Context: an optimization exercise on an open-source flow, tuned for small area, a short achievable clock period and few clock cycles. The choices shown serve that exercise and are no tape-out recipe. At most, simulation tests tie the RTL to the original design; equivalence was not proved. Only the layout flow was run in runs 3 to 5; the RTL was not checked for function there. Power figures rest on the tool's default switching activity, not on a simulated workload.

==> design/flow/design.v <==
module lenet_engine (
    input  wire        clk,
    input  wire        rst,         
    input  wire        start,
    input  wire [3:0]  op,
    output wire        busy,
    output reg         done,
    output reg         act_re,
    output reg  [14:0] act_raddr,
    input  wire [15:0] act_rdata,
    output reg         act_we,
    output reg  [14:0] act_waddr,
    output reg  [15:0] act_wdata,
    output reg         wt_re,
    output reg  [18:0] wt_raddr,
    input  wire [15:0] wt_rdata
);
    localparam [14:0] IMG_BASE   = 15'd0;
    localparam [14:0] C1_BASE    = 15'd784;
    localparam [14:0] P1_BASE    = 15'd12304;
    localparam [14:0] C2_BASE    = 15'd15184;
    localparam [14:0] P2_BASE    = 15'd17744;
    localparam [14:0] H1_BASE    = 15'd18384;
    localparam [14:0] LOGIT_BASE = 15'd18784;
    localparam [18:0] WC1_BASE = 19'd0;
    localparam [18:0] BC1_BASE = 19'd500;
    localparam [18:0] WC2_BASE = 19'd520;
    localparam [18:0] BC2_BASE = 19'd20520;
    localparam [18:0] WF1_BASE = 19'd20560;
    localparam [18:0] BF1_BASE = 19'd276560;
    localparam [18:0] WF2_BASE = 19'd276960;
    localparam [18:0] BF2_BASE = 19'd280960;
    reg        busy_r;
    reg        run;           
    reg        init;          
    reg  [6:1] st;            
    reg        fwd;           
    assign busy = busy_r;
    wire s_conv = st[1] | st[3];
    wire s_pool = st[2] | st[4];
    wire s_fc   = st[5] | st[6];
    reg [2:0] kx, ky;         
    reg [9:0] z;              
    reg [4:0] ox, oy;         
    reg [8:0] k;              
    reg       k_end;          
    reg [18:0] wsave;         
    reg i_bias;               
    reg i_first;              
    wire [14:0] in_base = ({15{st[1]}} & IMG_BASE) | ({15{st[2]}} & C1_BASE) |
                          ({15{st[3]}} & P1_BASE)  | ({15{st[4]}} & C2_BASE) |
                          ({15{st[5]}} & P2_BASE)  | ({15{st[6]}} & H1_BASE);
    wire [18:0] w_base  = ({19{st[1]}} & WC1_BASE) | ({19{st[3]}} & WC2_BASE) |
                          ({19{st[5]}} & WF1_BASE) | ({19{st[6]}} & WF2_BASE);
    wire [18:0] b_base  = ({19{st[1]}} & BC1_BASE) | ({19{st[3]}} & BC2_BASE) |
                          ({19{st[5]}} & BF1_BASE) | ({19{st[6]}} & BF2_BASE);
    wire [2:0]  kx0 = s_pool ? 3'd3 : 3'd4;
    wire [9:0]  z0  = ({10{st[3]}} & 10'd19) | ({10{st[5]}} & 10'd639) | ({10{st[6]}} & 10'd399);
    wire [4:0]  o0  = ({5{st[1]}} & 5'd23) | ({5{st[2]}} & 5'd11) |
                      ({5{st[3]}} & 5'd7)  | ({5{st[4]}} & 5'd3);
    wire [8:0]  k_last = ({9{st[1] | st[2]}} & 9'd19) | ({9{st[3] | st[4]}} & 9'd39) |
                         ({9{st[5]}} & 9'd399) | ({9{st[6]}} & 9'd9);
    wire kx0_z   = (kx == 3'd0);
    wire ky0_z   = (ky == 3'd0);
    wire z0_z    = (z == 10'd0);
    wire mac_end = z0_z & (s_fc | (kx0_z & ky0_z));
    reg  ox_end, oy_end;      
    wire plane_end = ox_end & oy_end;
    wire out_end = k_end & (s_fc | plane_end);
    wire chan_next = s_fc | plane_end;               
    reg [14:0] a_step;
    always @(*) begin
        a_step = 15'd1;
        if (s_pool) begin
            if (kx == 3'd2) a_step = st[2] ? 15'd23 : 15'd7;          
        end else if (s_conv && kx0_z) begin
            if (!ky0_z)     a_step = st[1] ? 15'd24 : 15'd8;          
            else            a_step = 15'd92;                          
        end
    end
    reg [14:0] o_step;
    always @(*) begin
        if (!ox_end)
            o_step = st[1] ? -15'd115 : st[3] ? -15'd2787 : st[2] ? -15'd23 : -15'd7;
        else
            o_step = st[1] ? -15'd111 : st[3] ? -15'd2783 : 15'd1;
    end
    wire o_load = s_fc | (s_conv & plane_end);      
    wire stage_last = !fwd | st[6];
    wire start_ok = start && !busy_r;
    wire op_run   = (op == 4'd15) || (op >= 4'd1 && op <= 4'd6);
    wire out_step = run & (s_pool ? kx0_z : i_bias);
    always @(posedge clk) begin
        if (rst) begin
            busy_r <= 1'b0;
            run    <= 1'b0;
            init   <= 1'b0;
            act_re <= 1'b0;
            wt_re  <= 1'b0;
            i_bias <= 1'b0;
        end else begin
            if (start_ok) begin
                busy_r <= 1'b1;
                fwd    <= (op == 4'd15);
                st     <= (op == 4'd15) ? 6'b000001 : (6'b000001 << (op[2:0] - 3'd1));
                init   <= op_run;
            end
            if (w_end)
                busy_r <= 1'b0;
            if (init) begin
                init <= 1'b0;
                run  <= 1'b1;
                act_raddr <= in_base;
                wt_raddr  <= w_base;
                wsave     <= w_base;
                i_bias    <= 1'b0;
                act_re    <= 1'b1;
                wt_re     <= !s_pool;
            end else if (run) begin
                if (!s_pool && !i_bias && !mac_end) begin
                    act_raddr <= act_raddr + a_step;
                    wt_raddr  <= wt_raddr + 19'd1;
                end else if (!s_pool && !i_bias) begin
                    i_bias   <= 1'b1;
                    act_re   <= 1'b0;
                    wt_raddr <= b_base + {10'd0, k};
                    if (chan_next)
                        wsave <= wt_raddr + 19'd1;
                    act_raddr <= o_load ? in_base : act_raddr + o_step;
                end else if (s_pool && !kx0_z) begin
                    act_raddr <= act_raddr + a_step;
                end else begin
                    i_bias   <= 1'b0;
                    wt_raddr <= wsave;
                    if (s_pool)
                        act_raddr <= act_raddr + o_step;
                    act_re <= 1'b1;
                    if (out_end) begin
                        act_re <= 1'b0;
                        wt_re  <= 1'b0;
                        run    <= 1'b0;
                        if (!stage_last) begin
                            st   <= st << 1;
                            init <= 1'b1;
                        end
                    end
                end
            end
        end
    end
    always @(posedge clk) begin
        if (init) begin
            kx <= kx0; ky <= 3'd4; z <= z0; ox <= o0; oy <= o0; k <= 9'd0;
            ox_end <= (o0 == 5'd0); oy_end <= (o0 == 5'd0);
            k_end <= 1'b0;
            i_first <= 1'b1;
        end else if (run) begin
            if (out_step) begin
                kx <= kx0; ky <= 3'd4; z <= z0;
                i_first <= 1'b1;
                if (chan_next) begin
                    ox <= o0; oy <= o0; k <= k + 9'd1;
                    ox_end <= (o0 == 5'd0); oy_end <= (o0 == 5'd0);
                    k_end <= (k + 9'd1 == k_last);
                end else if (ox_end) begin
                    ox <= o0; oy <= oy - 5'd1;
                    ox_end <= (o0 == 5'd0); oy_end <= (oy == 5'd1);
                end else begin
                    ox <= ox - 5'd1;
                    ox_end <= (ox == 5'd1);
                end
            end else if (!i_bias) begin
                i_first <= 1'b0;
                if (s_fc) begin
                    z <= z - 10'd1;
                end else if (!kx0_z || s_pool) begin
                    kx <= kx - 3'd1;
                end else begin
                    kx <= 3'd4;
                    if (!ky0_z)
                        ky <= ky - 3'd1;
                    else begin
                        ky <= 3'd4;
                        z  <= z - 10'd1;
                    end
                end
            end
        end
    end
    reg d_end, r_end, m_end, a_end, w_end;
    reg d_bias, d_pool, d_first, d_last, d_relu;
    reg r_first, r_last, r_relu, r_pool;
    reg m_first, m_last, m_relu;
    reg fin, fin_relu;
    reg signed [15:0] a_r;
    reg [7:0] bd_one, bd_two, bd_neg;        
    reg [31:0] s_r, c_r;
    reg [31:0] acc;       
    reg        acc_cy;
    wire cmd_end = (out_step && out_end && stage_last) || (start_ok && !op_run);
    wire fin_nx  = m_last || (r_last && r_pool);
    always @(posedge clk) begin
        if (rst) begin
            d_end <= 1'b0; r_end <= 1'b0; m_end <= 1'b0; a_end <= 1'b0; w_end <= 1'b0;
            done  <= 1'b0;
            d_last <= 1'b0; r_last <= 1'b0; m_last <= 1'b0;
            d_pool <= 1'b0; r_pool <= 1'b0;
            fin    <= 1'b0;
            act_we <= 1'b0;
        end else begin
            d_end <= cmd_end;
            r_end <= d_end;
            m_end <= r_end;
            a_end <= m_end;
            w_end <= a_end;
            done  <= w_end;
            d_last <= out_step;
            d_pool <= run && s_pool;
            r_last <= d_last;
            r_pool <= d_pool;
            m_last <= r_last && !r_pool;
            fin    <= fin_nx;
            act_we <= fin;
        end
    end
    wire [16:0] wx = {wt_rdata, 1'b0};
    reg  [7:0] bo, bt, bn;
    integer j;
    always @(*) begin
        for (j = 0; j < 8; j = j + 1) begin
            bo[j] = wx[2*j] ^ wx[2*j+1];
            bt[j] = (wx[2*j+2] ^ wx[2*j+1]) & ~(wx[2*j] ^ wx[2*j+1]);
            bn[j] = wx[2*j+2] & ~(wx[2*j+1] & wx[2*j]);
        end
    end
    reg [31:0] row [0:8];
    reg [16:0] sel;
    integer i2;
    always @(*) begin
        row[8] = 32'hAAAB0000;              
        for (i2 = 0; i2 < 8; i2 = i2 + 1) begin
            sel = (({17{bd_one[i2]}} & {a_r[15], a_r}) | ({17{bd_two[i2]}} & {a_r, 1'b0})) ^
                  {17{bd_neg[i2]}};
            row[i2] = {15'd0, ~sel[16], sel[15:0]} << (2*i2);
            row[8]  = row[8] | ({31'd0, bd_neg[i2]} << (2*i2));
        end
    end
    function [63:0] csa;                    
        input [31:0] x, y, w;
        csa = {((x & y) | (x & w) | (y & w)) << 1, x ^ y ^ w};
    endfunction
    wire [63:0] l1a = csa(row[0], row[1], row[2]);
    wire [63:0] l1b = csa(row[3], row[4], row[5]);
    wire [63:0] l1c = csa(row[6], row[7], row[8]);
    wire [63:0] l2a = csa(l1a[31:0], l1a[63:32], l1b[31:0]);
    wire [63:0] l2b = csa(l1b[63:32], l1c[31:0], l1c[63:32]);
    wire [63:0] l3a = csa(l2a[31:0], l2a[63:32], l2b[31:0]);
    wire [63:0] l4a = csa(l3a[31:0], l3a[63:32], l2b[63:32]);
    wire [31:0] acc_in = m_first ? 32'd0 : acc;
    wire        cy_in  = m_first ? 1'b0 : acc_cy;
    wire [63:0] l5a    = csa(acc_in, s_r, c_r);
    wire [16:0] lo_sum = l5a[15:0] + l5a[47:32];
    wire [15:0] hi_sum = l5a[31:16] + l5a[63:48] + {15'd0, cy_in};
    wire [31:0] acc_sum = {hi_sum, lo_sum[15:0]};
    wire [15:0] acc_hi = acc[31:16] + {15'd0, acc_cy};    
    always @(posedge clk) begin
        d_bias  <= i_bias;
        d_first <= i_first && !i_bias;
        d_relu  <= !s_pool && !st[6];
        a_r <= d_bias ? 16'sd256 : $signed(act_rdata);
        bd_one <= bo; bd_two <= bt; bd_neg <= bn;
        r_first <= d_first; r_relu <= d_relu;
        s_r <= l4a[31:0];
        c_r <= l4a[63:32];
        m_first <= r_first; m_relu <= r_relu;
        acc_cy     <= r_pool ? 1'b0 : lo_sum[16];
        acc[31:24] <= acc_sum[31:24];
        acc[7:0]   <= acc_sum[7:0];
        if (r_pool) begin
            if (r_first || (a_r > $signed(acc[23:8])))
                acc[23:8] <= a_r;
        end else
            acc[23:8] <= acc_sum[23:8];
        fin_relu <= r_pool ? 1'b0 : m_relu;
        if (start_ok)
            act_waddr <= (op == 4'd15) ? (C1_BASE - 15'd1) :
                         ({15{op[2:0] == 3'd1}} & (C1_BASE - 15'd1)) |
                         ({15{op[2:0] == 3'd2}} & (P1_BASE - 15'd1)) |
                         ({15{op[2:0] == 3'd3}} & (C2_BASE - 15'd1)) |
                         ({15{op[2:0] == 3'd4}} & (P2_BASE - 15'd1)) |
                         ({15{op[2:0] == 3'd5}} & (H1_BASE - 15'd1)) |
                         ({15{op[2:0] == 3'd6}} & (LOGIT_BASE - 15'd1));
        else if (fin)
            act_waddr <= act_waddr + 15'd1;
        act_wdata <= (fin_relu && acc_hi[15]) ? 16'd0 : {acc_hi[7:0], acc[15:8]};
    end
endmodule
==> design/flow/flow/run.sh <==
#!/bin/bash
set -euo pipefail
bash standard.sh SETUP_SLACK_MARGIN=6.8 finish > flow_make.log 2>&1
==> design/flow/standard.sh <==
#!/bin/bash
# synth_recipe.tcl (not shown) runs the flow's synth.tcl, then flattens the netlist and writes it again
# the make line also repeats each setting of config.mk as NAME=value (left out here)
make -C /OpenROAD-flow-scripts/flow DESIGN_CONFIG=/design/flow/config.mk WORK_HOME=/design/flow/orfs CLKGATE_MAP_FILE= SYNTH_SCRIPT=/design/flow/synth_recipe.tcl "${@:-finish}"
==> design/flow/config.mk <==
export PLATFORM = sky130hd
export DESIGN_NAME = lenet_engine
export DESIGN_NICKNAME = lenet_engine
export VERILOG_FILES = /design/flow/design.v
export SDC_FILE = /design/flow/constraint.sdc
export NUM_CORES = 4
export LEC_CHECK = 0
export ABC_CLOCK_PERIOD_IN_PS = 3000
export CAP_MARGIN = 0
export CORE_MARGIN = 2
export CORE_UTILIZATION = 40
export CTS_CLUSTER_DIAMETER = 60
export CTS_CLUSTER_SIZE = 30
export SLEW_MARGIN = 0
==> design/flow/constraint.sdc <==
create_clock -name core_clock -period 10.0 [get_ports {clk}]
set_input_delay 2.0000 -clock core_clock [delete_from_list [all_inputs] [get_ports {clk}]]
set_output_delay 2.0000 -clock core_clock [all_outputs]
set_load 0.01 [all_outputs]
==> run_results.csv, run 1 <==
group,metric,value,unit
route,drc,0,
worst_setup_path,crit_path_top_delay_cell,"edfxtp_1",
sta,fin_crit,3.27,ns
sta,timing.fmax,0.306,GHz
layout,multi_input_area,12300,µm²
yosys,syn_area,20200,µm²
yosys,synth_area_leaders,"dfxtp_1, edfxtp_1, fa_1",
yosys,synth_top_area_share,17.3,%
worst_setup_path,critPathKind,"flip-flop to output pin",
worst_setup_path,critPathLaunchType,"flip-flop",
power,power.density,270,nW/µm²
cts,clk-insertion-delay-late,0.61,ns
worst_setup_path,worst-endpoint-required,8.00,ns
yosys,postSynthCellCount,2091,
worst_setup_path,path_cells,"buf_2",
sta,fin_skew,0.0358,ns
cts,cts_tree,"done",
sta,setup_viol,0,
layout,final_core_util,47.6,%
grt,overflow,0,
route,dr.pass1.iters,5,
yosys,ys_seq_elements,290,
die,die_area,52300,µm²
yosys,seq_area_frac_synth,34.5,%
route,drt_iter0_markers,1042,
cts,clock_sinks,290,
layout,mostFrequentLayoutCells,"inv_1, nor2_1, xnor2_1, ha_1, dfxtp_1",
worst_setup_path,crit_path_end_kind,"output pin",
flow_run,maxCapViolCount,0,
route,vias,15800,
placed_design,gp_routability_congestion,0.868,
yosys,syn_nets,2398,
grt,grt_max_degree,66,
layout,drive_gt1_share,15.6,%
grt,grt_pass1_vias,16000,
grt,grt_pass1_wl,85500,µm
route,vias_per_cell,5.40,
die,fp-row-count,82,
status,status,"timing/DRC/antenna clean",
cts,cts_max_path_buffers,3,
layout,regArea,7090,µm²
layout,fillers,4795,
worst_setup_path,path_delay_family,"flip-flops",
route,avgRoutedWirePerCell,18.0,µm
die,core-area,50000,µm²
die,die_w,229,µm
layout,syn_to_final_growth,17.8,%
die,ios,109,
yosys,yosysTopAreaCell,"dfxtp_1",
sta,drv_slew,0,
sta,hold_violations,0,
yosys,synth_edf_count,116,
layout,fin_nets,2544,
worst_setup_path,r2r-start,"st[2]",
sta,rsz0062_at_grt,"yes",
yosys,ys_types,74,
worst_setup_path,arrival,1.27,ns
sta,hold_slack,0.330,ns
route,totalWireLength,52900,µm
power,p_total,6.43,mW
yosys,ys_warn_count,2,
worst_setup_path,critical_path_buf_inv_count,1,
sta,worstMarginPinSlew,1.11,ns
cts,path_clk_slew,0.08,ns
yosys,syn_area_per_cell,9.65,µm²
cts,cts_buffers,30,
worst_setup_path,cpPeakStageDelay,0.48,ns
hold_path,hp-class,"flip-flop to flip-flop",
cts,cts_root_buf,"clkbuf_16",
power,ir_drop,0.000175,V
worst_setup_path,crit_fanout,5,
hold_path,hp-start,"d_first",
die,die_h,229,µm
cts,htreeDepth,1,
die,initial_core_util,40.4,%
sta,period_share,32.7,%
yosys,yosys_most_used_dff,"dfxtp_1",
sta,timing.slew.headroom,25.5,%
power,power.leakage,9.96,nW
placed_design,dp.final_hpwl,36200,µm
worst_setup_path,crit_path_start,"act_waddr[7]",
sta,tns,0,ns
placed_design,port_buffers,108,
yosys,async_flop_share,0,%
route,final_antenna_net_count,0,
cts,hold_buffers,0,
grt,grtUsageTotal,20.0,%
layout,layout_commonest_cell,"inv_1",
grt,antenna_found_initial,9,
## state kept, by name, summed over array words and instances (netlist names), 16 cells and up
name	flops
s_r	32
c_r	28
wt_raddr	19
a_r	16
acc	32
wsave	19
act_wdata	16
## synthesized netlist by cell type (4+ instances only)
| cell type | number |
|---|---|
| or3_1 | 15 |
| buf_2 | 9 |
| edfxtp_1 | 116 |
| and2_1 | 15 |
| nor2_1 | 168 |
| xor2_1 | 101 |
| nand4_1 | 13 |
| a22oi_1 | 133 |
| nand2b_1 | 22 |
| buf_1 | 8 |
| nor3b_1 | 7 |
| or2_2 | 7 |
| o21bai_1 | 5 |
| mux2_2 | 4 |
| a21o_1 | 26 |
| dfxtp_1 | 174 |
| fa_1 | 116 |
| o21ai_0 | 88 |
| nor4_1 | 8 |
| nor2b_1 | 56 |
| xnor2_1 | 156 |
| nor3_1 | 31 |
| ha_1 | 152 |
| inv_1 | 171 |
| and4_1 | 4 |
| o211ai_1 | 13 |
| nand2_1 | 117 |
| a31oi_1 | 8 |
| a21oi_2 | 4 |
| o21a_1 | 15 |
| mux2i_1 | 5 |
| clkbuf_1 | 102 |
| nand3_1 | 36 |
| a21oi_1 | 94 |
| and3_1 | 9 |
| a211oi_1 | 17 |
## stage by stage
step,std cells,setup WS [ns],cell area (µm²)
after global placement,2766,6.04,21800
after global routing,2934,6.69,23800
after detailed placement,2766,5.96,21800
after floorplan,2091,6.43,20300
after CTS,2881,6.60,23300
final,2934,6.73,23800
## timing repair
action / CTS / global route
setup buffers: 58 / 52
gates resized for setup: 314 / 72
cloned: 1 / 0
pin swaps: 4 / 15
setup endpoints to repair: 203 / 118
## per-layer routing
layer	routed length (µm)	global-route usage (%)
met1	23100	26.7
met5	88	0
met2	24600	33.2
met4	1590	5.94
met3	3520	3.66
## where the power goes
group | internal (mW) | total [mW] | switching (mW)
combinational | 1.55 | 3.40 | 1.85
clock | 0.640 | 1.22 | 0.580
sequential | 1.62 | 1.81 | 0.190
## area by class of cell
type,instances,area share [%]
multi-input cells,1507,51.6
repair buffers,237,7.72
diodes,1,0.0105
inverters,171,2.73
flip-flops and latches,290,29.8
well taps,672,3.54
clock buffers,34,3.31
clock inverters,22,1.27
## worst paths after layout
| check | slack (ns) | endpoint | cells past startpoint |
|---|---|---|---|
| setup / recovery | 6.73 | act_waddr[7] | 1 |
| hold / removal | 0.33 | r_first | 0 |
| setup reg to reg | 6.88 | act_raddr[11] | 10 |
| hold reg to reg | 0.33 | r_first | 0 |
## kinds of logic (layout without fill, tap and decap cells)
logic type,after synthesis,after routing,share of synthesized area [%]
compound gates,447,447,14.6
xor+xnor,257,257,11.2
fa+ha+maj,268,268,20.9
buf+inv,294,464,5.64
flops,290,290,34.5
mux,9,9,0.471
other cells,0,1,0
simple gates,526,526,12.7
Testbench counts, summed over its fixed seeds: cycles 7,426,332.
==> run 2, diff against run 1 <==
--- a/design/flow/config.mk
+++ b/design/flow/config.mk
@@ -10,5 +10,5 @@
 export CORE_MARGIN = 2
 export CORE_UTILIZATION = 40
 export CTS_CLUSTER_DIAMETER = 60
-export CTS_CLUSTER_SIZE = 30
+export CTS_CLUSTER_SIZE = 16
 export SLEW_MARGIN = 0
==> run 2 against run 1 <==
Against the previous run: still clean on timing, DRC and antenna; area after synthesis unchanged; count of clock-buffer cells in the layout up 4; cell count down 0.41%; routed wire length about the same; register-to-register slack about the same; sequential cell count unchanged; die area unchanged; non-clock buffer count down 17; sequential share of layout area about the same; core utilization down 0.055 points; first-iteration DRC count up 0.86%; critical path type unchanged; critical endpoint unchanged; largest cell class unchanged; highest routed layer unchanged.
==> run_results.csv, run 2 <==
group,metric,value,unit
status,status,"timing/DRC/antenna clean",
yosys,yosysTopAreaCell,"dfxtp_1",
cts,cts_max_path_buffers,3,
sta,tns,0,ns
power,power.density,273,nW/µm²
worst_setup_path,crit_fanout,5,
yosys,synth_area_leaders,"dfxtp_1, edfxtp_1, fa_1",
die,die_area,52300,µm²
yosys,yosys_most_used_dff,"dfxtp_1",
sta,fin_crit,3.22,ns
placed_design,dp_slack,5.96,ns
yosys,synth_edf_count,116,
sta,rsz0062_at_grt,"yes",
sta,hold_violations,0,
yosys,async_flop_share,0,%
layout,reg_top3,"acc: 32 flops, s_r: 32 flops, c_r: 28 flops",
placed_design,dp.final_hpwl,36200,µm
layout,layout_commonest_cell,"inv_1",
sta,period_share,32.2,%
route,final_antenna_net_count,0,
layout,final_core_util,47.5,%
worst_setup_path,path_cells,"buf_2",
worst_setup_path,critical_path_buf_inv_count,1,
route,vias,15800,
worst_setup_path,cpPeakStageDelay,0.48,ns
layout,drive_gt1_share,14.7,%
sta,timing.fmax,0.311,GHz
flow_run,maxCapViolCount,0,
yosys,ys_warn_count,2,
die,die_h,229,µm
grt,grt_pass1_wl,85400,µm
yosys,ys_seq_elements,290,
yosys,syn_nets,2398,
cts,hold_buffers,0,
worst_setup_path,arrival,1.22,ns
sta,setup_ws,6.78,ns
route,vias_per_cell,5.40,
route,dr.pass1.iters,5,
yosys,syn_area,20200,µm²
yosys,postSynthCellCount,2091,
sta,fin_skew,0.0312,ns
sta,timing.slew.headroom,26.6,%
route,drc,0,
worst_setup_path,r2r_slack,6.88,ns
placed_design,port_buffers,108,
cts,cts_tree,"done",
sta,worstMarginPinSlew,1.09,ns
cts,cts_buffers,34,
route,avgRoutedWirePerCell,18.1,µm
cts,clock_sinks,290,
cts,path_clk_slew,0.07,ns
yosys,synth_common_cells,"dfxtp_1, inv_1, nor2_1",
die,ios,109,
placed_design,gp_routability_congestion,0.868,
yosys,ys_types,74,
sta,hold_slack,0.328,ns
grt,overflow,0,
worst_setup_path,critPathKind,"flip-flop to output pin",
layout,mostFrequentLayoutCells,"inv_1, nor2_1, xnor2_1, ha_1, dfxtp_1",
die,die_w,229,µm
yosys,synth_top_area_share,17.3,%
cts,cts_root_buf,"clkbuf_16",
worst_setup_path,crit_path_end_kind,"output pin",
route,totalWireLength,52900,µm
cts,clk-insertion-delay-late,0.56,ns
die,initial_core_util,40.4,%
grt,grt_pass1_vias,15900,
grt,antenna_found_initial,8,
layout,fillers,4779,
hold_path,hp-class,"flip-flop to flip-flop",
power,power.leakage,9.94,nW
die,fp-row-count,82,
worst_setup_path,path_delay_family,"flip-flops",
layout,syn_to_final_growth,17.7,%
cts,htreeDepth,2,
worst_setup_path,critPathLaunchType,"flip-flop",
yosys,yosysMostFrequentCell,"dfxtp_1",
grt,grtUsageTotal,20.1,%
yosys,seq_area_frac_synth,34.5,%
grt,grt_max_degree,66,
route,drt_iter0_markers,1051,
layout,fin_nets,2531,
power,ir_drop,0.000184,V
die,core-area,50000,µm²
sta,drv_slew,0,
yosys,syn_area_per_cell,9.65,µm²
worst_setup_path,crit_path_top_delay_cell,"edfxtp_1",
worst_setup_path,worst-endpoint-required,8.00,ns
sta,setup_viol,0,
run 2: cell types whose count changed in the layout (fill, tap and decap cells not counted), sizes merged:
cell           delta
buf              -21
clkbuf            +4
clkdlybuf4s15     -7
inv               -3
clkinv            +4
dlygate4sd2      +11
run 2: metrics by stage:
step | instances | total power [mW] | cell area (µm²)
final | 2922 | 6.49 | 23800
after global routing | 2922 | 7.13 | 23800
after CTS | 2884 | 6.40 | 23300
after detailed placement | 2766 | 5.03 | 21800
after global placement | 2766 | 4.93 | 21800
after floorplan | 2091 | 4.20 | 20300
run 2: where the power goes:
part           switching (mW)  total [mW]  internal [mW]
sequential              0.191        1.81           1.62
combinational            1.86        3.41           1.55
clock                   0.578        1.28          0.698
run 2: path summary, 6_finish.rpt:
check                                   from           end  cells past startpoint
worst max-delay path            act_waddr[7]  act_waddr[7]                      1
worst min-delay path                 d_first       r_first                      0
worst max register to register       m_first       acc[27]                     11
worst min register to register       d_first       r_first                      0
run 2: routing by layer:
layer / vias to the layer above / GRT usage, % / part of all wire [%]
met1: 7740 / 26.7 / 44
met5: - / 0 / 0.16
met2: 483 / 33.0 / 46
met4: 14 / 6.62 / 2.8
met3: 106 / 3.83 / 6.7
li1: 7449 / - / -
run 2: cells by family (layout without fill, tap and decap cells):
| logic type | after synthesis | count (layout) | share of synthesized area (%) |
|---|---|---|---|
| compound gates | 447 | 447 | 14.6 |
| xor+xnor | 257 | 257 | 11.2 |
| mux | 9 | 9 | 0.471 |
| fa+ha+maj | 268 | 268 | 20.9 |
| other cells | 0 | 1 | 0 |
| simple gates | 526 | 526 | 12.7 |
| buf+inv | 294 | 452 | 5.64 |
| flops | 290 | 290 | 34.5 |
run 2: area by class of cell:
class                      count  area (µm²)  area share, %
antenna                        1        2.50         0.0105
clock buffer                  38         897           3.78
clock inverter                23         265           1.12
inverter                     171         649           2.73
multi-input combinational   1507       12300           51.8
sequential                   290        7080           29.8
tap                          672         841           3.54
timing repair buffer         220        1710           7.21
run 2: what timing repair did:
item                                    in CTS  in global routing
setup buffers                               56                 37
cloned                                       1                  0
endpoints found under the setup margin     203                 90
pin swaps                                    5                 13
gates resized for setup                    294                 67
==> run 3, diff against run 2 <==
--- a/design/flow/design.v
+++ b/design/flow/design.v
@@ -62,7 +62,7 @@
                          ({9{st[5]}} & 9'd399) | ({9{st[6]}} & 9'd9);
     wire kx0_z   = (kx == 3'd0);
     wire ky0_z   = (ky == 3'd0);
-    wire z0_z    = (z == 10'd0);
+    reg  z0_z;                
     wire mac_end = z0_z & (s_fc | (kx0_z & ky0_z));
     reg  ox_end, oy_end;      
     wire plane_end = ox_end & oy_end;
@@ -151,12 +151,14 @@
     always @(posedge clk) begin
         if (init) begin
             kx <= kx0; ky <= 3'd4; z <= z0; ox <= o0; oy <= o0; k <= 9'd0;
+            z0_z <= (z0 == 10'd0);
             ox_end <= (o0 == 5'd0); oy_end <= (o0 == 5'd0);
             k_end <= 1'b0;
             i_first <= 1'b1;
         end else if (run) begin
             if (out_step) begin
                 kx <= kx0; ky <= 3'd4; z <= z0;
+                z0_z <= (z0 == 10'd0);
                 i_first <= 1'b1;
                 if (chan_next) begin
                     ox <= o0; oy <= o0; k <= k + 9'd1;
@@ -173,6 +175,7 @@
                 i_first <= 1'b0;
                 if (s_fc) begin
                     z <= z - 10'd1;
+                    z0_z <= (z == 10'd1);
                 end else if (!kx0_z || s_pool) begin
                     kx <= kx - 3'd1;
                 end else begin
@@ -182,6 +185,7 @@
                     else begin
                         ky <= 3'd4;
                         z  <= z - 10'd1;
+                        z0_z <= (z == 10'd1);
                     end
                 end
             end
--- a/design/flow/config.mk
+++ b/design/flow/config.mk
@@ -9,6 +9,6 @@
 export CAP_MARGIN = 0
 export CORE_MARGIN = 2
 export CORE_UTILIZATION = 40
-export CTS_CLUSTER_DIAMETER = 60
-export CTS_CLUSTER_SIZE = 16
+export CTS_CLUSTER_DIAMETER = 100
+export CTS_CLUSTER_SIZE = 24
 export SLEW_MARGIN = 0
==> run 3 against run 2 <==
Against the previous run: cell count decreased by 0.48%; count of clock-buffer cells in the layout fell by 12; clock power shrank 34%; global-route usage down 0.33 points; non-clock buffer count up 10; worst setup slack worse by 0.0099 ns; total power down 6.7%; sequential cell count is 1 higher; maximum frequency is 0.31% lower; routed wire length about the same; critical endpoint is now wt_raddr[6]; largest cell class unchanged; highest routed layer unchanged.
==> run_results.csv, run 3 <==
group,metric,value,unit
status,status,"timing/DRC/antenna clean",
yosys,synth_common_cells,"dfxtp_1, inv_1, nor2_1",
yosys,ys_types,81,
yosys,yosysTopAreaCell,"edfxtp_1",
layout,final_cells,2908,
cts,cts_buffers,18,
layout,syn_to_final_growth,15.0,%
worst_setup_path,crit_path_end_kind,"output pin",
worst_setup_path,worst-endpoint-required,8.00,ns
sta,tns,0,ns
placed_design,dp.final_hpwl,36800,µm
cts,clock_sinks,291,
power,ir_drop,0.000125,V
cts,cts_max_path_buffers,3,
route,final_antenna_net_count,0,
worst_setup_path,cpPeakStageDelay,0.49,ns
cts,cts_tree,"done",
die,ios,109,
sta,timing.slew.headroom,26.6,%
die,fp-row-count,82,
grt,overflow,0,
sta,hold_violations,0,
placed_design,port_buffers,108,
yosys,ys_warn_count,2,
die,die_w,230,µm
power,power.density,258,nW/µm²
die,die_h,230,µm
yosys,yosysMostFrequentCell,"dfxtp_1",
yosys,syn_area,20400,µm²
cts,path_clk_slew,0.10,ns
worst_setup_path,path_cells,"buf_2",
yosys,postSynthCellCount,2096,
layout,drive_gt1_share,13.7,%
worst_setup_path,critPathKind,"flip-flop to output pin",
yosys,seq_area_frac_synth,34.3,%
route,drc,0,
worst_setup_path,crit_path_top_delay_cell,"edfxtp_1",
sta,fin_skew,0.0252,ns
placed_design,place_inst,2772,
grt,grtUsageTotal,19.8,%
route,avgRoutedWirePerCell,18.2,µm
route,drt_iter0_markers,1039,
yosys,async_flop_share,0,%
yosys,syn_nets,2404,
worst_setup_path,arrival,1.23,ns
yosys,synth_area_leaders,"edfxtp_1, dfxtp_1, fa_1",
sta,timing.fmax,0.310,GHz
layout,fin_nets,2531,
layout,mostFrequentLayoutCells,"inv_1, nor2_1, xnor2_1, ha_1, dfxtp_1",
grt,grt_pass1_vias,15900,
yosys,synth_edf_count,117,
die,core-area,50300,µm²
hold_path,hp-start,"d_first",
worst_setup_path,critical_path_buf_inv_count,1,
hold_path,hp-class,"flip-flop to flip-flop",
layout,reg_top3,"acc: 32 flops, s_r: 32 flops, c_r: 28 flops",
sta,period_share,32.3,%
yosys,syn_area_per_cell,9.72,µm²
worst_setup_path,critPathLaunchType,"flip-flop",
worst_setup_path,r2r_cells,11,
grt,grt_pass1_wl,84300,µm
cts,cts_root_buf,"clkbuf_16",
hold_path,hold_depth,0,
layout,layout_commonest_cell,"inv_1",
sta,rsz0062_at_grt,"yes",
yosys,synth_top_area_share,17.2,%
die,die_area,52800,µm²
die,initial_core_util,40.5,%
hold_path,min_to,"r_first",
placed_design,gp_routability_congestion,0.886,
worst_setup_path,rr_endpoint,"act_raddr[12]",
route,dr.pass1.iters,5,
sta,fin_crit,3.23,ns
yosys,ys_seq_elements,291,
grt,antenna_found_initial,5,
worst_setup_path,path_delay_family,"flip-flops",
flow_run,maxCapViolCount,0,
yosys,yosys_most_used_dff,"dfxtp_1",
placed_design,dpl_cell_area,22000,µm²
route,totalWireLength,52900,µm
sta,drv_slew,0,
route,vias,15800,
sta,worstMarginPinSlew,1.09,ns
sta,setup_viol,0,
cts,clk-insertion-delay-late,0.56,ns
worst_setup_path,r2r_slack,6.88,ns
cts,htreeDepth,1,
layout,final_cell_area,23400,µm²
route,vias_per_cell,5.43,
power,power.leakage,9.69,nW
worst_setup_path,crit_fanout,5,
worst_setup_path,r2r-start,"st[3]",
grt,grt_max_degree,66,
run 3: cell types whose count changed after synthesis, moves of 5 or more:
cell / before / now
o32ai_1: 0 / 5
a221oi_1: 2 / 10
clkbuf_1: 102 / 96
and2_1: 15 / 7
or3_1: 15 / 8
o21a_1: 15 / 10
o31ai_1: 2 / 12
nor2b_1: 56 / 61
o21ai_0: 88 / 75
nand2b_1: 22 / 15
a211oi_1: 17 / 12
and3_1: 9 / 14
run 3: per-layer routing:
layer | vias up | routed length (µm) | global-route usage (%)
li1 | 7494 | - | -
met1 | 7715 | 22900 | 25.2
met2 | 487 | 25200 | 34.3
met3 | 83 | 3110 | 3.08
met4 | 6 | 1660 | 6.57
met5 | - | 44 | 0
run 3: layout make-up:
class / instances / area (µm²)
Timing Repair Buffer: 230 / 1800
Sequential cell: 291 / 7120
Antenna cell: 2 / 5.00
Inverter: 174 / 657
Fill cell: 4755 / 26800
Clock inverter: 5 / 83.8
Multi-Input combinational cell: 1508 / 12400
Tap cell: 672 / 841
Clock buffer: 26 / 523
run 3: kinds of logic after synthesis:
logic type	count (synthesis)	synth area share (%)
flops	291	34.3
xor+xnor	257	11.0
mux	12	0.608
simple gates	519	12.5
buf+inv	297	5.67
compound gates	451	15.1
fa+ha+maj	269	20.8
run 3: where the power goes:
part	total (mW)	leakage [nW]	internal [mW]	switching, mW
clock network	0.845	0.291	0.385	0.460
registers	1.81	2.57	1.62	0.191
logic	3.40	6.83	1.53	1.87
run 3: metrics by stage:
step | power [mW] | utilization [%] | worst slack [ns] | hold WS [ns]
global placement | 5.05 | 43.7 | 5.85 | 0.314
floorplan | 4.30 | - | 6.80 | 0.310
CTS | 6.06 | 45.6 | 6.70 | 0.342
finish | 6.06 | 46.6 | 6.77 | 0.338
global route | 6.68 | 46.6 | 6.74 | 0.344
detailed placement | 5.14 | 43.7 | 5.78 | 0.319
run 3: worst max-delay path by stage:
| stage | cells past startpoint | endpoint | slack [ns] | from |
|---|---|---|---|---|
| final | 1 | wt_raddr[6] | 6.77 | wt_raddr[6] |
| after global placement | 4 | act_waddr[3] | 5.85 | start |
| after detailed placement | 4 | act_waddr[2] | 5.78 | start |
| after CTS | 1 | act_raddr[7] | 6.70 | act_raddr[7] |
| after global routing | 1 | wt_raddr[6] | 6.74 | wt_raddr[6] |
| after floorplan | 10 | s_r[13] | 6.80 | bd_one[3] |
run 3: timing repair:
item | 4_1_cts | 5_1_grt
setup endpoints to repair | 191 | 79
gates cloned | 1 | 0
pin swaps | 6 | 13
resized for setup | 287 | 68
hold buffers | 0 | 0
setup buffers | 54 | 48
==> run 4, diff against run 3 <==
--- a/design/flow/design.v
+++ b/design/flow/design.v
@@ -110,30 +110,20 @@
             if (init) begin
                 init <= 1'b0;
                 run  <= 1'b1;
-                act_raddr <= in_base;
-                wt_raddr  <= w_base;
                 wsave     <= w_base;
                 i_bias    <= 1'b0;
                 act_re    <= 1'b1;
                 wt_re     <= !s_pool;
             end else if (run) begin
                 if (!s_pool && !i_bias && !mac_end) begin
-                    act_raddr <= act_raddr + a_step;
-                    wt_raddr  <= wt_raddr + 19'd1;
                 end else if (!s_pool && !i_bias) begin
                     i_bias   <= 1'b1;
                     act_re   <= 1'b0;
-                    wt_raddr <= b_base + {10'd0, k};
                     if (chan_next)
                         wsave <= wt_raddr + 19'd1;
-                    act_raddr <= o_load ? in_base : act_raddr + o_step;
                 end else if (s_pool && !kx0_z) begin
-                    act_raddr <= act_raddr + a_step;
                 end else begin
                     i_bias   <= 1'b0;
-                    wt_raddr <= wsave;
-                    if (s_pool)
-                        act_raddr <= act_raddr + o_step;
                     act_re <= 1'b1;
                     if (out_end) begin
                         act_re <= 1'b0;
@@ -148,6 +138,21 @@
             end
         end
     end
+    wire t_last  = s_pool ? kx0_z : mac_end;             
+    wire a_hold  = !run || (i_bias && !s_pool);
+    wire a_load  = init || (run && !s_pool && !i_bias && mac_end && o_load);
+    wire [14:0] a_next = (t_last && !a_hold) ? act_raddr + o_step
+                                             : act_raddr + (a_hold ? 15'd0 : a_step);
+    wire w_adv   = run && !s_pool && !i_bias && !mac_end;
+    wire w_bias  = run && !s_pool && !i_bias && mac_end;
+    wire w_back  = run && (i_bias || (s_pool && kx0_z));
+    always @(posedge clk) begin
+        act_raddr <= a_load ? in_base : a_next;
+        if (init || w_bias || w_back)
+            wt_raddr <= init ? w_base : w_bias ? (b_base + {10'd0, k}) : wsave;
+        else
+            wt_raddr <= wt_raddr + {18'd0, w_adv};
+    end
     always @(posedge clk) begin
         if (init) begin
             kx <= kx0; ky <= 3'd4; z <= z0; ox <= o0; oy <= o0; k <= 9'd0;
@@ -294,8 +299,8 @@
                          ({15{op[2:0] == 3'd4}} & (P2_BASE - 15'd1)) |
                          ({15{op[2:0] == 3'd5}} & (H1_BASE - 15'd1)) |
                          ({15{op[2:0] == 3'd6}} & (LOGIT_BASE - 15'd1));
-        else if (fin)
-            act_waddr <= act_waddr + 15'd1;
+        else
+            act_waddr <= act_waddr + {14'd0, fin};
         act_wdata <= (fin_relu && acc_hi[15]) ? 16'd0 : {acc_hi[7:0], acc[15:8]};
     end
 endmodule
==> run 4 against run 3 <==
Against the previous run: still clean on timing, DRC and antenna; first-iteration DRC count fell by 3.7%; register-to-register slack got worse by 0.13 ns; worst hold slack got worse by 0.0029 ns; area after synthesis fell by 3.4%; combinational power rose by 5.9%; critical endpoint is now acc[15]; highest routed layer unchanged.
==> run_results.csv, run 4 <==
group,metric,value,unit
power,power.density,272,nW/µm²
sta,fin_skew,0.0379,ns
grt,antenna_found_initial,5,
yosys,synth_edf_count,68,
die,core-area,48700,µm²
die,die_w,226,µm
grt,grtUsageTotal,19.4,%
sta,tns,0,ns
yosys,seq_area_frac_synth,33.1,%
flow_run,maxCapViolCount,0,
route,avgRoutedWirePerCell,17.5,µm
worst_setup_path,rr_endpoint,"acc[15]",
cts,hold_buffers,0,
layout,mostFrequentLayoutCells,"inv_1, xnor2_1, nor2_1, dfxtp_1, ha_1",
power,power.leakage,9.51,nW
cts,htreeDepth,1,
sta,timing.slew.headroom,23.4,%
route,drc,0,
layout,multi_input_area,12400,µm²
layout,fin_nets,2488,
route,vias,15200,
sta,hold_violations,0,
worst_setup_path,worst-endpoint-required,10.28,ns
worst_setup_path,crit_fanout,11,
grt,overflow,0,
worst_setup_path,crit_path_end_kind,"flip-flop",
route,vias_per_cell,5.33,
sta,rsz0062_at_grt,"yes",
sta,setup_viol,0,
yosys,ys_seq_elements,291,
cts,cts_root_buf,"clkbuf_16",
hold_path,min_to,"r_first",
worst_setup_path,arrival,3.54,ns
cts,cts_max_path_buffers,3,
die,fp-row-count,81,
sta,fin_crit,3.25,ns
layout,antenna_cells,0,
worst_setup_path,critPathKind,"flip-flop to flip-flop",
power,p_total,6.29,mW
placed_design,dpl_cell_area,21200,µm²
yosys,ys_warn_count,2,
die,ios,109,
grt,grt_pass1_vias,14900,
yosys,syn_area,19700,µm²
layout,syn_to_final_growth,17.6,%
sta,worstMarginPinSlew,1.14,ns
die,initial_core_util,40.4,%
worst_setup_path,critPathLaunchType,"flip-flop",
layout,final_cell_area,23100,µm²
route,drt_iter0_markers,1001,
yosys,synth_top_area_share,22.7,%
yosys,syn_nets,2374,
cts,cts_tree,"done",
placed_design,port_buffers,108,
layout,layout_commonest_cell,"inv_1",
worst_setup_path,r2r_cells,12,
sta,drv_slew,0,
route,dr.pass1.iters,7,
yosys,yosysMostFrequentCell,"dfxtp_1",
cts,path_clk_slew,0.10,ns
yosys,syn_area_per_cell,9.52,µm²
route,final_antenna_net_count,0,
layout,final_core_util,47.5,%
grt,grt_max_degree,45,
status,status,"timing/DRC/antenna clean",
layout,fillers,4547,
placed_design,dp.final_hpwl,34600,µm
die,die_area,51000,µm²
sta,timing.fmax,0.307,GHz
cts,clock_sinks,291,
layout,reg_top3,"acc: 32 flops, s_r: 32 flops, c_r: 28 flops",
cts,cts_buffers,18,
yosys,ys_types,87,
yosys,async_flop_share,0,%
yosys,yosys_most_used_dff,"dfxtp_1",
grt,grt_pass1_wl,79000,µm
worst_setup_path,r2r_slack,6.75,ns
layout,regArea,6750,µm²
worst_setup_path,r2r-start,"m_first",
hold_path,hold_depth,0,
hold_path,hp-start,"d_first",
layout,drive_gt1_share,16.6,%
hold_path,hp-class,"flip-flop to flip-flop",
cts,clk-insertion-delay-late,0.55,ns
route,totalWireLength,50100,µm
sta,period_share,32.5,%
die,die_h,226,µm
yosys,synth_area_leaders,"dfxtp_1, fa_1, edfxtp_1",
placed_design,gp_routability_congestion,0.874,
power,ir_drop,0.000167,V
yosys,synth_common_cells,"dfxtp_1, inv_1, nor2_1",
yosys,yosysTopAreaCell,"dfxtp_1",
yosys,postSynthCellCount,2068,
[run 4: layout make-up]
class | instances | area share (%)
multi-input combinational | 1479 | 53.6
timing repair buffer | 221 | 8.36
tap | 664 | 3.59
sequential | 291 | 29.2
clock buffer | 22 | 2.01
inverter | 171 | 2.79
clock inverter | 10 | 0.492
[run 4: per-layer routing]
layer  track usage (%)  wire length [µm]  part of all wire, %
met5                 0                57                 0.11
met4              5.43              1240                  2.5
met3              3.85              3220                  6.4
met2              33.4             24000                   48
met1              24.5             21600                   43
[run 4: how the worst max path moves through the flow]
stage | to | depth (start not counted) | start | slack (ns)
floorplan | s_r[13] | 10 | bd_one[3] | 6.80
global placement | act_raddr[10] | 13 | st[5] | 5.79
detailed placement | act_raddr[10] | 13 | st[5] | 5.64
CTS | acc[15] | 12 | m_first | 6.68
global route | act_raddr[14] | 14 | st[4] | 6.63
finish | acc[15] | 12 | m_first | 6.75
[run 4: logic make-up after synthesis]
kind of cell	synth area share (%)
AOI/OAI and AO/OA	13.9
and+or+nand+nor	13.4
xor gates and xnor gates	12.0
adders and majority gates	21.4
DFF	33.1
buffers and inverters	6.01
muxes	0.261
[run 4: stage by stage]
step | cells | hold slack (ns) | setup WS (ns)
finish | 2858 | 0.335 | 6.75
global route | 2858 | 0.344 | 6.63
CTS | 2793 | 0.338 | 6.68
detailed placement | 2724 | 0.312 | 5.64
global placement | 2724 | 0.314 | 5.79
floorplan | 2068 | 0.310 | 6.80
[run 4: power breakdown]
part	switching (mW)	internal (mW)
Clock	0.444	0.352
Combinational	1.92	1.67
Sequential	0.243	1.65
[run 4: worst max-delay path, cell delays in order, from the launching register on]
cell	delay [ns]
dfxtp_4	0.37
buf_12	0.15
nand2b_4	0.14
fa_1	0.47
inv_1	0.06
fa_2	0.36
a21o_1	0.23
a211oi_4	0.26
nor2_1	0.09
a2111o_1	0.42
a31oi_2	0.18
xor2_1	0.18
o21ai_1	0.07
[run 4: timing repair]
action	in CTS	in global routing
pin swaps	15	34
endpoints found under the hold margin	0	0
gates resized for setup	288	118
buffers inserted	35	65
endpoints found under the setup margin	174	81
gates cloned	2	0
==> run 5, diff against run 4 <==
--- a/design/flow/design.v
+++ b/design/flow/design.v
@@ -62,7 +62,7 @@
                          ({9{st[5]}} & 9'd399) | ({9{st[6]}} & 9'd9);
     wire kx0_z   = (kx == 3'd0);
     wire ky0_z   = (ky == 3'd0);
-    reg  z0_z;                
+    wire z0_z    = (z == 10'd0);
     wire mac_end = z0_z & (s_fc | (kx0_z & ky0_z));
     reg  ox_end, oy_end;      
     wire plane_end = ox_end & oy_end;
@@ -156,14 +156,12 @@
     always @(posedge clk) begin
         if (init) begin
             kx <= kx0; ky <= 3'd4; z <= z0; ox <= o0; oy <= o0; k <= 9'd0;
-            z0_z <= (z0 == 10'd0);
             ox_end <= (o0 == 5'd0); oy_end <= (o0 == 5'd0);
             k_end <= 1'b0;
             i_first <= 1'b1;
         end else if (run) begin
             if (out_step) begin
                 kx <= kx0; ky <= 3'd4; z <= z0;
-                z0_z <= (z0 == 10'd0);
                 i_first <= 1'b1;
                 if (chan_next) begin
                     ox <= o0; oy <= o0; k <= k + 9'd1;
@@ -180,7 +178,6 @@
                 i_first <= 1'b0;
                 if (s_fc) begin
                     z <= z - 10'd1;
-                    z0_z <= (z == 10'd1);
                 end else if (!kx0_z || s_pool) begin
                     kx <= kx - 3'd1;
                 end else begin
@@ -190,7 +187,6 @@
                     else begin
                         ky <= 3'd4;
                         z  <= z - 10'd1;
-                        z0_z <= (z == 10'd1);
                     end
                 end
             end
==> run 5 against run 4 <==
Against the previous run: still clean on timing, DRC and antenna; cell area rose by 1.5%; core utilization rose by 0.62 points; worst setup slack got worse by 0.13 ns; via count rose by 3.3%; sequential share of layout area fell by 0.64 points; total power rose by 4.1%; global-route usage rose by 1.1 points; largest cell class unchanged; largest power group unchanged.
==> run_results.csv, run 5 <==
group,metric,value,unit
power,ir_drop,0.000144,V
sta,period_share,33.8,%
die,die_w,226,µm
route,totalWireLength,52800,µm
layout,final_core_util,48.1,%
sta,timing.fmax,0.296,GHz
placed_design,dp.final_hpwl,35800,µm
cts,clock_sinks,290,
worst_setup_path,crit_path_top_delay_cell,"edfxtp_1",
sta,drv_slew,0,
sta,tns,0,ns
cts,clk-insertion-delay-late,0.56,ns
route,drt_iter0_markers,1174,
grt,grt_pass1_wl,84000,µm
die,core-area,48800,µm²
yosys,postSynthCellCount,2096,
sta,setup_viol,0,
grt,grtUsageTotal,20.5,%
yosys,synth_top_area_share,22.6,%
power,power.leakage,9.73,nW
worst_setup_path,arrival,3.78,ns
layout,drive_gt1_share,16.0,%
sta,fin_skew,0.0276,ns
cts,cts_buffers,19,
cts,htreeDepth,1,
die,fp-row-count,81,
cts,cts_tree,"done",
yosys,yosys_most_used_dff,"dfxtp_1",
layout,reg_top3,"acc: 32 flops, s_r: 32 flops, c_r: 28 flops",
layout,syn_to_final_growth,18.9,%
route,vias_per_cell,5.46,
sta,rsz0062_at_grt,"yes",
power,power.density,279,nW/µm²
yosys,synth_area_leaders,"dfxtp_1, fa_1, edfxtp_1",
yosys,syn_area_per_cell,9.43,µm²
route,vias,15700,
layout,final_cell_area,23500,µm²
yosys,ys_warn_count,2,
layout,antenna_cells,0,
yosys,yosysMostFrequentCell,"dfxtp_1",
sta,fin_crit,3.38,ns
yosys,syn_area,19800,µm²
grt,grt_pass1_vias,15700,
route,final_antenna_net_count,0,
layout,fin_nets,2512,
sta,worstMarginPinSlew,1.07,ns
yosys,seq_area_frac_synth,32.8,%
yosys,synth_edf_count,67,
cts,cts_root_buf,"clkbuf_16",
placed_design,place_inst,2754,
grt,antenna_found_initial,4,
placed_design,port_buffers,108,
yosys,syn_nets,2402,
yosys,ys_seq_elements,290,
route,dr.pass1.iters,6,
worst_setup_path,critPathKind,"flip-flop to flip-flop",
sta,hold_violations,0,
worst_setup_path,path_common_cell,"o31ai_2",
placed_design,gp_routability_congestion,0.875,
worst_setup_path,path_cells,"nor4_4, nand3_2, nor2_4, o221ai_4, nand4_1, o31ai_2, ha_1, a41o_1, a221oi_2, o31ai_2, a311oi_2, xor2_1, a21oi_1",
sta,hold_slack,0.335,ns
placed_design,dp_slack,5.91,ns
grt,overflow,0,
sta,timing.slew.headroom,28.4,%
yosys,synth_common_cells,"dfxtp_1, inv_1, nor2_1",
route,avgRoutedWirePerCell,18.3,µm
worst_setup_path,worst-endpoint-required,10.40,ns
die,initial_core_util,40.5,%
cts,cts_max_path_buffers,3,
grt,grt_max_degree,34,
worst_setup_path,critPathLaunchType,"flip-flop",
layout,final_cells,2883,
status,status,"timing/DRC/antenna clean",
power,p_total,6.55,mW
worst_setup_path,cpPeakStageDelay,0.50,ns
yosys,ys_types,76,
cts,path_clk_slew,0.10,ns
flow_run,maxCapViolCount,0,
worst_setup_path,crit_path_end_kind,"flip-flop",
sta,setup_ws,6.62,ns
layout,layout_commonest_cell,"inv_1",
route,drc,0,
hold_path,hp-class,"flip-flop to flip-flop",
die,die_h,226,µm
die,die_area,51200,µm²
yosys,yosysTopAreaCell,"dfxtp_1",
yosys,async_flop_share,0,%
layout,mostFrequentLayoutCells,"inv_1, xnor2_1, nor2_1, dfxtp_1, ha_1",
placed_design,dpl_cell_area,21400,µm²
worst_setup_path,crit_fanout,5,
die,ios,109,
-- run 5: changes by cell type after synthesis, moves of 6 or more --
cell,delta
a211oi_1,+11
a21o_1,+10
a221oi_1,+6
a31oi_1,-10
buf_2,-11
clkbuf_1,+23
nand2b_1,-6
nor2b_1,-6
nor3_1,+12
o211ai_1,+11
xnor2_1,-7
-- run 5: worst paths after layout --
| check | start | endpoint | slack [ns] | depth (start not counted) |
|---|---|---|---|---|
| setup / recovery | z[4] | act_raddr[13] | 6.62 | 13 |
| hold / removal | d_first | r_first | 0.34 | 0 |
| setup reg to reg | z[4] | act_raddr[13] | 6.62 | 13 |
| hold reg to reg | d_first | r_first | 0.34 | 0 |
-- run 5: cell type report --
cell class              count  area (µm²)
fillers                  4626       25400
multi-input cells        1495       12600
flip-flops and latches    290        6700
repair buffers            223        2030
well taps                 664         831
inverters                 177         668
clock buffers              25         508
clock inverters             9         124
-- run 5: kinds of logic after synthesis --
group	after synthesis	synth area share (%)
AO/OA/AOI/OAI	436	14.9
XOR/XNOR	259	11.5
adder cells (fa/ha/maj)	267	21.3
buffers and inverters	312	6.00
flip-flops	290	32.8
multiplexers	12	0.627
AND/OR/NAND/NOR	520	12.9
-- run 5: critical path: cells and delay by family, from the launching register on --
kind | cells | cell delay [ns]
AOI/OAI and AO/OA | 7 | 1.27
and+or+nand+nor | 4 | 0.92
DFF | 1 | 0.50
adders and majority gates | 1 | 0.36
xor gates and xnor gates | 1 | 0.18
-- run 5: repair_timing --
item                       CTS  global route
pin swaps                   16            39
gates resized for setup    308            99
cloned                       3             0
hold buffers                 0             0
setup endpoints to repair  161            78
hold endpoints to repair     0             0
buffers inserted            43            49
-- run 5: layer usage --
layer	share of wire [%]	wire, µm	global-route usage (%)	vias up
li1	-	-	-	7399
met1	42	22300	26.4	7706
met2	49	25600	35.3	523
met3	6.6	3490	3.25	97
met4	2.6	1380	5.94	8
met5	0.091	48	0	-
-- run 5: report_power, final --
part / internal (mW) / switching [mW]
logic: 1.78 / 2.02
registers: 1.64 / 0.245
clock network: 0.384 / 0.478
total: 3.80 / 2.75

==> afterwards: timing with drivers on the ports <==
Ports are ideal in the flow. The routed layouts listed here were re-timed in OpenROAD.
Step 1 (the two cells are an assumption about what drives the block):
set clk [get_ports {clk}]
set_driving_cell -lib_cell sky130_fd_sc_hd__clkbuf_16 $clk
set_driving_cell -lib_cell sky130_fd_sc_hd__buf_2 [delete_from_list [all_inputs] $clk]
Step 2, shift: input delay + t, output delay - t, t = (earliest + latest rising clock arrival at the registers) / 2. This alone moves slack from input paths to output paths.
Slacks: no drivers / after step 1 / after step 2; pairs: no drivers / after step 1.
run | t, ns | slack for setup (ns) | worst setup path at the end | clock arrival spread, ns
run 1 | 0.647 | 6.729 / 6.673 / 6.351 | input to register | 0.040 / 0.040
run 2 | 0.601 | 6.782 / 6.726 / 6.350 | input to register | 0.035 / 0.035
run 3 | 0.601 | 6.772 / 6.713 / 6.329 | input to register | 0.027 / 0.027
run 4 | 0.593 | 6.746 / 6.746 / 6.349 | input to register | 0.045 / 0.045
run 5 | 0.605 | 6.620 / 6.620 / 6.377 | input to register | 0.028 / 0.029
After both steps setup and hold are still met in every run listed. For run 3, which loses most, drivers alone change the setup slack by -0.059 ns; drivers and shift together by -0.443 ns.
